This design comes from an exercise in tuning for a short achievable clock period and few clock cycles on the open sky130 flow, not from production work.
RTL that was checked went through simulation tests only; none was proved equivalent to the original.
The flow treats the clock pin as an ideal source, which a real chip does not have.
No activity file was given, so power comes from the tool's default toggle rates.

## run 1
Design lf_core, start of the top module:
module lf_core (
    input  wire        clk,
    input  wire        rst,         
    input  wire        in_valid,
    input  wire [15:0] in_word,
    output wire        in_ready,
    output reg         out_valid,
    output reg  [2:0]  out_kind,
    output reg  [4:0]  out_addr,
    output reg  [15:0] out_data,
    output wire        busy
);
Size in the first run: roughly 1600 cells after synthesis, about 410 flip-flops, roughly 17000 um^2 of cells after synthesis.
Settings: LEC_CHECK=0, ABC_CLOCK_PERIOD_IN_PS=1800, CAP_MARGIN=20, CORE_MARGIN=2, CORE_UTILIZATION=55, CTS_CLUSTER_DIAMETER=80, CTS_CLUSTER_SIZE=30, SETUP_SLACK_MARGIN=4.3, SLEW_MARGIN=20; clock period 6.0 ns.
standard.sh (not shown) runs the stock make flow with config.mk's settings and CLKGATE_MAP_FILE= SYNTH_SCRIPT=/design/flow/synth_recipe.tcl, a recipe that flattens the netlist after the stock synthesis.
==> flow/flow/run.sh <==
#!/bin/bash
# The standard layout, with a post-CTS step (flow/post_cts.tcl) that
# flattens the top of the clock tree. ORFS logs go to orfs/logs; the make
# output goes to standard.log.
set -euo pipefail
HERE=$(pwd)
bash standard.sh POST_CTS_TCL="$HERE/flow/post_cts.tcl" finish > "$HERE/standard.log" 2>&1
Other scripts of this flow, unchanged in this note and not shown: flow/flow/post_cts.tcl
For run 2, these inputs were changed with respect to run 1:
- CTS_CLUSTER_SIZE changed from 30 to 15
- CORE_UTILIZATION changed from 55 to 40
- CTS_CLUSTER_DIAMETER changed from 80 to 60
### Flow results
Lower hold slack goes to run 2 over run 1. Measured against each other, run 1 and run 2 differ in measured slew at the worst slew-check pin, the lower figure coming from run 1. Against run 1, total non-filler cell area in the finished layout in run 2 rose by a few percent.
## Diff of input files: run 3 against run 2
- CTS_CLUSTER_DIAMETER changed from 60 to 80
- CTS_CLUSTER_SIZE changed from 15 to 30
## What came out
- Run 3: no failed stages, no open violations at the end
- From run 3 to run 2, fraction of synthesized area in multiplexers did not move at all.
- Run 2 → run 3: final standard cell utilization of the core went down 0.90 points; number of max-capacitance violations reported level; global-route usage -0.16 points; DRC violation total after the first TritonRoute iteration has decreased; final clock period utilization by the worst path held.
- On maximum frequency: between run 3 and run 2, it ends up higher for run 3.
- | clock tree skew after final layout | lower: run 3 |
No run of this note included a check of the RTL's function; only the layout flow was run.

* * *

Another version of the RTL of lf_core (not shown whole).
Size in the first run: ~1,700 cells after synthesis, ~380 flip-flops, roughly 17,000 µm² of cells after synthesis.
Settings: LEC_CHECK=0, ABC_CLOCK_PERIOD_IN_PS=2000, CAP_MARGIN=20, CORE_MARGIN=2, CORE_UTILIZATION=65, SETUP_SLACK_MARGIN=4.0, SLEW_MARGIN=20; clock period 6.0 ns.
run.sh (not shown) runs the stock make flow with config.mk's settings and CLKGATE_MAP_FILE= SYNTH_SCRIPT=/design/flow/synth_recipe.tcl, a recipe that flattens the netlist after the stock synthesis.
Stock flow here: none of the scripts above is used.
Next try:
Settings changed: CORE_UTILIZATION 65 to 40.
Outcome: Clock skew is higher by 9.4 ps; utilization decreases by 28 points; worst setup slack improved by 68 ps; area after synthesis is unchanged; critical path depth does not change; clock power increases by about 15%; final cell count grows by about 10%; power came out higher by about 5.5%; via count goes down by about 1.1%; routed wire length grows by about 7%.
No run of this note included a check of the RTL's function; only the layout flow was run.

* * *

main:
lf_core, a different RTL version from the one above (not shown whole).
For scale: about 1,600 cells after synthesis, ~410 flip-flops.
clock: 6.0 ns
lec_check: 0
abc_clock_period_in_ps: 1800
cap_margin: 20
core_margin: 2
core_utilization: 40
cts_cluster_diameter: 80
cts_cluster_size: 30
setup_slack_margin: 4.3
slew_margin: 20
standard.sh (not shown) runs the stock make flow with config.mk's settings and CLKGATE_MAP_FILE= SYNTH_SCRIPT=/design/flow/synth_recipe.tcl, a recipe that flattens the netlist after the stock synthesis.
==> flow/flow/post_cts.tcl <==
set NB 4
set block [ord::get_db_block]
set db [ord::get_db]
set clk_net [$block findNet clk]

proc out_net {inst} {
  foreach it [$inst getITerms] { if {[$it isOutputSignal]} { return [$it getNet] } }
  return "NULL"
}
proc in_iterm {inst} {
  foreach it [$inst getITerms] { if {[$it isInputSignal]} { return $it } }
  return "NULL"
}
proc loads_of {net drv} {
  set l {}
  foreach it [$net getITerms] { if {[$it getInst] ne $drv} { lappend l $it } }
  return $l
}

# the tree above the leaf buffers
set root [[lindex [$clk_net getITerms] 0] getInst]
if {[llength [$clk_net getITerms]] != 1} { error "post_cts: clock port net has [llength [$clk_net getITerms]] cells" }
set root_net [out_net $root]
set branches {}
set leaves {}
set others {}
foreach it [loads_of $root_net $root] {
  set b [$it getInst]
  set bn [out_net $b]
  if {$bn eq "NULL"} { lappend others $b; continue }
  lappend branches $b
  foreach lit [loads_of $bn $b] {
    set l [$lit getInst]
    if {[out_net $l] eq "NULL"} { lappend others $l } else { lappend leaves $l }
  }
}
puts "post_cts: root [$root getName], [llength $branches] branch buffers, [llength $leaves] leaf buffers, [llength $others] dummy loads"
foreach l $leaves {
  set ln [out_net $l]
  foreach it [loads_of $ln $l] {
    if {![string match "*CLK*" [[$it getMTerm] getName]] && [out_net [$it getInst]] ne "NULL"} {
      error "post_cts: [$l getName] drives a non-register [[$it getInst] getName]"
    }
  }
}

# remove root, branches and their dummy loads
foreach inst [concat [list $root] $branches $others] {
  set n [out_net $inst]
  foreach it [$inst getITerms] { $it disconnect }
  odb::dbInst_destroy $inst
  if {$n ne "NULL"} { odb::dbNet_destroy $n }
}

# group the leaves: sort by angle around their centre, cut into NB runs
set cx 0.0; set cy 0.0
foreach l $leaves { set p [$l getLocation]; set cx [expr {$cx + [lindex $p 0]}]; set cy [expr {$cy + [lindex $p 1]}] }
set cx [expr {$cx / [llength $leaves]}]; set cy [expr {$cy / [llength $leaves]}]
set keyed {}
foreach l $leaves {
  set p [$l getLocation]
  lappend keyed [list [expr {atan2([lindex $p 1] - $cy, [lindex $p 0] - $cx)}] $l]
}
set keyed [lsort -real -index 0 $keyed]
set n [llength $keyed]
set master [$db findMaster sky130_fd_sc_hd__buf_16]
for {set g 0} {$g < $NB} {incr g} {
  set lo [expr {($g * $n) / $NB}]
  set hi [expr {(($g + 1) * $n) / $NB}]
  set grp {}
  for {set i $lo} {$i < $hi} {incr i} { lappend grp [lindex [lindex $keyed $i] 1] }
  set gx 0.0; set gy 0.0
  foreach l $grp { set p [$l getLocation]; set gx [expr {$gx + [lindex $p 0]}]; set gy [expr {$gy + [lindex $p 1]}] }
  set gx [expr {int($gx / [llength $grp])}]; set gy [expr {int($gy / [llength $grp])}]
  set b [odb::dbInst_create $block $master "clkbuf_br_${g}_clk"]
  set bn [odb::dbNet_create $block "clknet_br_${g}_clk"]
  $bn setSigType CLOCK
  $b setLocation $gx $gy
  $b setPlacementStatus PLACED
  [in_iterm $b] connect $clk_net
  [$b findITerm X] connect $bn
  foreach l $grp { set it [in_iterm $l]; $it disconnect; $it connect $bn }
  puts "post_cts: clkbuf_br_${g}_clk at $gx $gy drives [llength $grp] leaf buffers"
}

set bm [$db findMaster sky130_fd_sc_hd__buf_12]
foreach l $leaves { $l swapMaster $bm }
puts "post_cts: [llength $leaves] leaf buffers set to buf_12"

# legalize the new buffers
detailed_placement
check_placement -verbose
estimate_parasitics -placement
report_clock_skew
report_worst_slack
Scripts as last shown in full above: flow/flow/run.sh
Testbench counts of main, summed over its fixed seeds: cycles 24,037.
What the feature branch does differently from main at the input level:
-- flow/flow/post_cts.tcl --
<<< main, line 84
}

set bm [$db findMaster sky130_fd_sc_hd__buf_12]
foreach l $leaves { $l swapMaster $bm }
puts "post_cts: [llength $leaves] leaf buffers set to buf_12"

# legalize the new buffers
>>> the feature branch, line 84
}

set bm [$db findMaster sky130_fd_sc_hd__buf_16]
foreach l $leaves { $l swapMaster $bm }
puts "post_cts: [llength $leaves] leaf buffers set to buf_16"

# legalize the new buffers
-- flow/config.mk --
<<< main, line 10
export CORE_MARGIN = 2
export CORE_UTILIZATION = 40
export CTS_CLUSTER_DIAMETER = 80
export CTS_CLUSTER_SIZE = 30
export SETUP_SLACK_MARGIN = 4.3
export SLEW_MARGIN = 20
>>> the feature branch, line 10
export CORE_MARGIN = 2
export CORE_UTILIZATION = 40
export CTS_CLUSTER_DIAMETER = 70
export CTS_CLUSTER_SIZE = 22
export SETUP_SLACK_MARGIN = 4.3
export SLEW_MARGIN = 20
==> notes.md <==
- Core utilization across the feature branch and main: no real change.
- Overall routed net length in the feature branch is 1.0% lower than in main
- Switching component of the power: the feature branch higher than main
- From the feature branch to main, summed instance area of the synthesized netlist did not move at all.

* * *

north:
lf_core again, from the RTL that the note above started with.
Settings: LEC_CHECK=0, ABC_CLOCK_PERIOD_IN_PS=1800, CAP_MARGIN=20, CORE_MARGIN=2, CORE_UTILIZATION=40, CTS_CLUSTER_DIAMETER=80, CTS_CLUSTER_SIZE=30, SETUP_SLACK_MARGIN=4.3, SLEW_MARGIN=20; clock period 6.0 ns.
==> flow/flow/post_cts.tcl <==
set NB 4
set block [ord::get_db_block]
set db [ord::get_db]
set clk_net [$block findNet clk]

proc out_net {inst} {
  foreach it [$inst getITerms] { if {[$it isOutputSignal]} { return [$it getNet] } }
  return "NULL"
}
proc in_iterm {inst} {
  foreach it [$inst getITerms] { if {[$it isInputSignal]} { return $it } }
  return "NULL"
}
proc loads_of {net drv} {
  set l {}
  foreach it [$net getITerms] { if {[$it getInst] ne $drv} { lappend l $it } }
  return $l
}

# the tree above the leaf buffers
set root [[lindex [$clk_net getITerms] 0] getInst]
if {[llength [$clk_net getITerms]] != 1} { error "post_cts: clock port net has [llength [$clk_net getITerms]] cells" }
set root_net [out_net $root]
set branches {}
set leaves {}
set others {}
foreach it [loads_of $root_net $root] {
  set b [$it getInst]
  set bn [out_net $b]
  if {$bn eq "NULL"} { lappend others $b; continue }
  lappend branches $b
  foreach lit [loads_of $bn $b] {
    set l [$lit getInst]
    if {[out_net $l] eq "NULL"} { lappend others $l } else { lappend leaves $l }
  }
}
puts "post_cts: root [$root getName], [llength $branches] branch buffers, [llength $leaves] leaf buffers, [llength $others] dummy loads"
foreach l $leaves {
  set ln [out_net $l]
  foreach it [loads_of $ln $l] {
    if {![string match "*CLK*" [[$it getMTerm] getName]] && [out_net [$it getInst]] ne "NULL"} {
      error "post_cts: [$l getName] drives a non-register [[$it getInst] getName]"
    }
  }
}

# remove root, branches and their dummy loads
foreach inst [concat [list $root] $branches $others] {
  set n [out_net $inst]
  foreach it [$inst getITerms] { $it disconnect }
  odb::dbInst_destroy $inst
  if {$n ne "NULL"} { odb::dbNet_destroy $n }
}

# group the leaves: sort by angle around their centre, cut into NB runs
set cx 0.0; set cy 0.0
foreach l $leaves { set p [$l getLocation]; set cx [expr {$cx + [lindex $p 0]}]; set cy [expr {$cy + [lindex $p 1]}] }
set cx [expr {$cx / [llength $leaves]}]; set cy [expr {$cy / [llength $leaves]}]
set keyed {}
foreach l $leaves {
  set p [$l getLocation]
  lappend keyed [list [expr {atan2([lindex $p 1] - $cy, [lindex $p 0] - $cx)}] $l]
}
set keyed [lsort -real -index 0 $keyed]
set n [llength $keyed]
set master [$db findMaster sky130_fd_sc_hd__buf_16]
for {set g 0} {$g < $NB} {incr g} {
  set lo [expr {($g * $n) / $NB}]
  set hi [expr {(($g + 1) * $n) / $NB}]
  set grp {}
  for {set i $lo} {$i < $hi} {incr i} { lappend grp [lindex [lindex $keyed $i] 1] }
  set gx 0.0; set gy 0.0
  foreach l $grp { set p [$l getLocation]; set gx [expr {$gx + [lindex $p 0]}]; set gy [expr {$gy + [lindex $p 1]}] }
  set gx [expr {int($gx / [llength $grp])}]; set gy [expr {int($gy / [llength $grp])}]
  set b [odb::dbInst_create $block $master "clkbuf_br_${g}_clk"]
  set bn [odb::dbNet_create $block "clknet_br_${g}_clk"]
  $bn setSigType CLOCK
  $b setLocation $gx $gy
  $b setPlacementStatus PLACED
  [in_iterm $b] connect $clk_net
  [$b findITerm X] connect $bn
  foreach l $grp { set it [in_iterm $l]; $it disconnect; $it connect $bn }
  puts "post_cts: clkbuf_br_${g}_clk at $gx $gy drives [llength $grp] leaf buffers"
}

set bm [$db findMaster sky130_fd_sc_hd__buf_16]
foreach l $leaves { $l swapMaster $bm }
puts "post_cts: [llength $leaves] leaf buffers set to buf_16"

# legalize the new buffers
detailed_placement
check_placement -verbose
estimate_parasitics -placement
report_clock_skew
report_worst_slack
Scripts as last shown in full above: flow/flow/run.sh
Testbench counts of north, summed over its fixed seeds: cycles 24,037.
Inputs modified between north and south:
-- flow/flow/post_cts.tcl --
<<< north, line 66
set master [$db findMaster sky130_fd_sc_hd__buf_16]
>>> south, line 66
set master [$db findMaster sky130_fd_sc_hd__clkbuf_16]
<<< north, line 86
set bm [$db findMaster sky130_fd_sc_hd__buf_16]
foreach l $leaves { $l swapMaster $bm }
puts "post_cts: [llength $leaves] leaf buffers set to buf_16"

>>> south, line 86
==> comparison <==
Compared with north, south shows a power consumed by the clock network that is about 10% lower. Between south and north, the difference in synthesized area is negligible. south -> north: cell depth of the worst flop-to-flop path delta 0, exact match. south vs north: power per unit of standard cell area down by a few percent. south and north ended up with roughly the same via count of the first global-routing pass. south and north ended up with nearly the same total number of nets in the final design. Of south and north, the higher worst max-slew margin expressed relative to the limit belongs to south. south — post-route minimum period 0.026 ns higher, north as reference.

[separate check: timing with driven ports]
No port has a modelled driver above. Below, the same layouts with a new extraction and two added sets of constraints.
Step 1 (the two cells are an assumption about what drives the block):
set clk [get_ports {clk}]
set_driving_cell -lib_cell sky130_fd_sc_hd__clkbuf_16 $clk
set_driving_cell -lib_cell sky130_fd_sc_hd__buf_2 [delete_from_list [all_inputs] $clk]
Step 2 times the ports against the registers' clock, not the clock port: input delays grow and output delays shrink by t, the midpoint of the rising clock arrivals with the driver on.
a / b / c = ideal ports / drivers / drivers and shift; a / b = the first two.
run	t, ns	setup WS [ns]	pins driven straight from the clock port
run 1	0.444	4.007 / 3.889 / 3.883	4
run 2	0.459	4.000 / 3.888 / 3.919	4
run 3	0.447	4.008 / 3.896 / 3.918	4
the first run of note 2	0.581	3.630 / 3.630 / 3.139	1
the second run of note 2	0.617	3.698 / 3.698 / 3.323	1
main	0.422	4.054 / 3.923 / 3.695	4
the feature branch	0.444	4.025 / 3.894 / 3.702	4
north	0.440	4.040 / 3.910 / 3.691	4
south	0.448	4.015 / 3.902 / 3.609	4
After both steps every run listed still meets setup and hold. For the first run of note 2, which loses most, drivers alone change the setup slack by 0.000 ns; drivers and shift together by -0.491 ns.
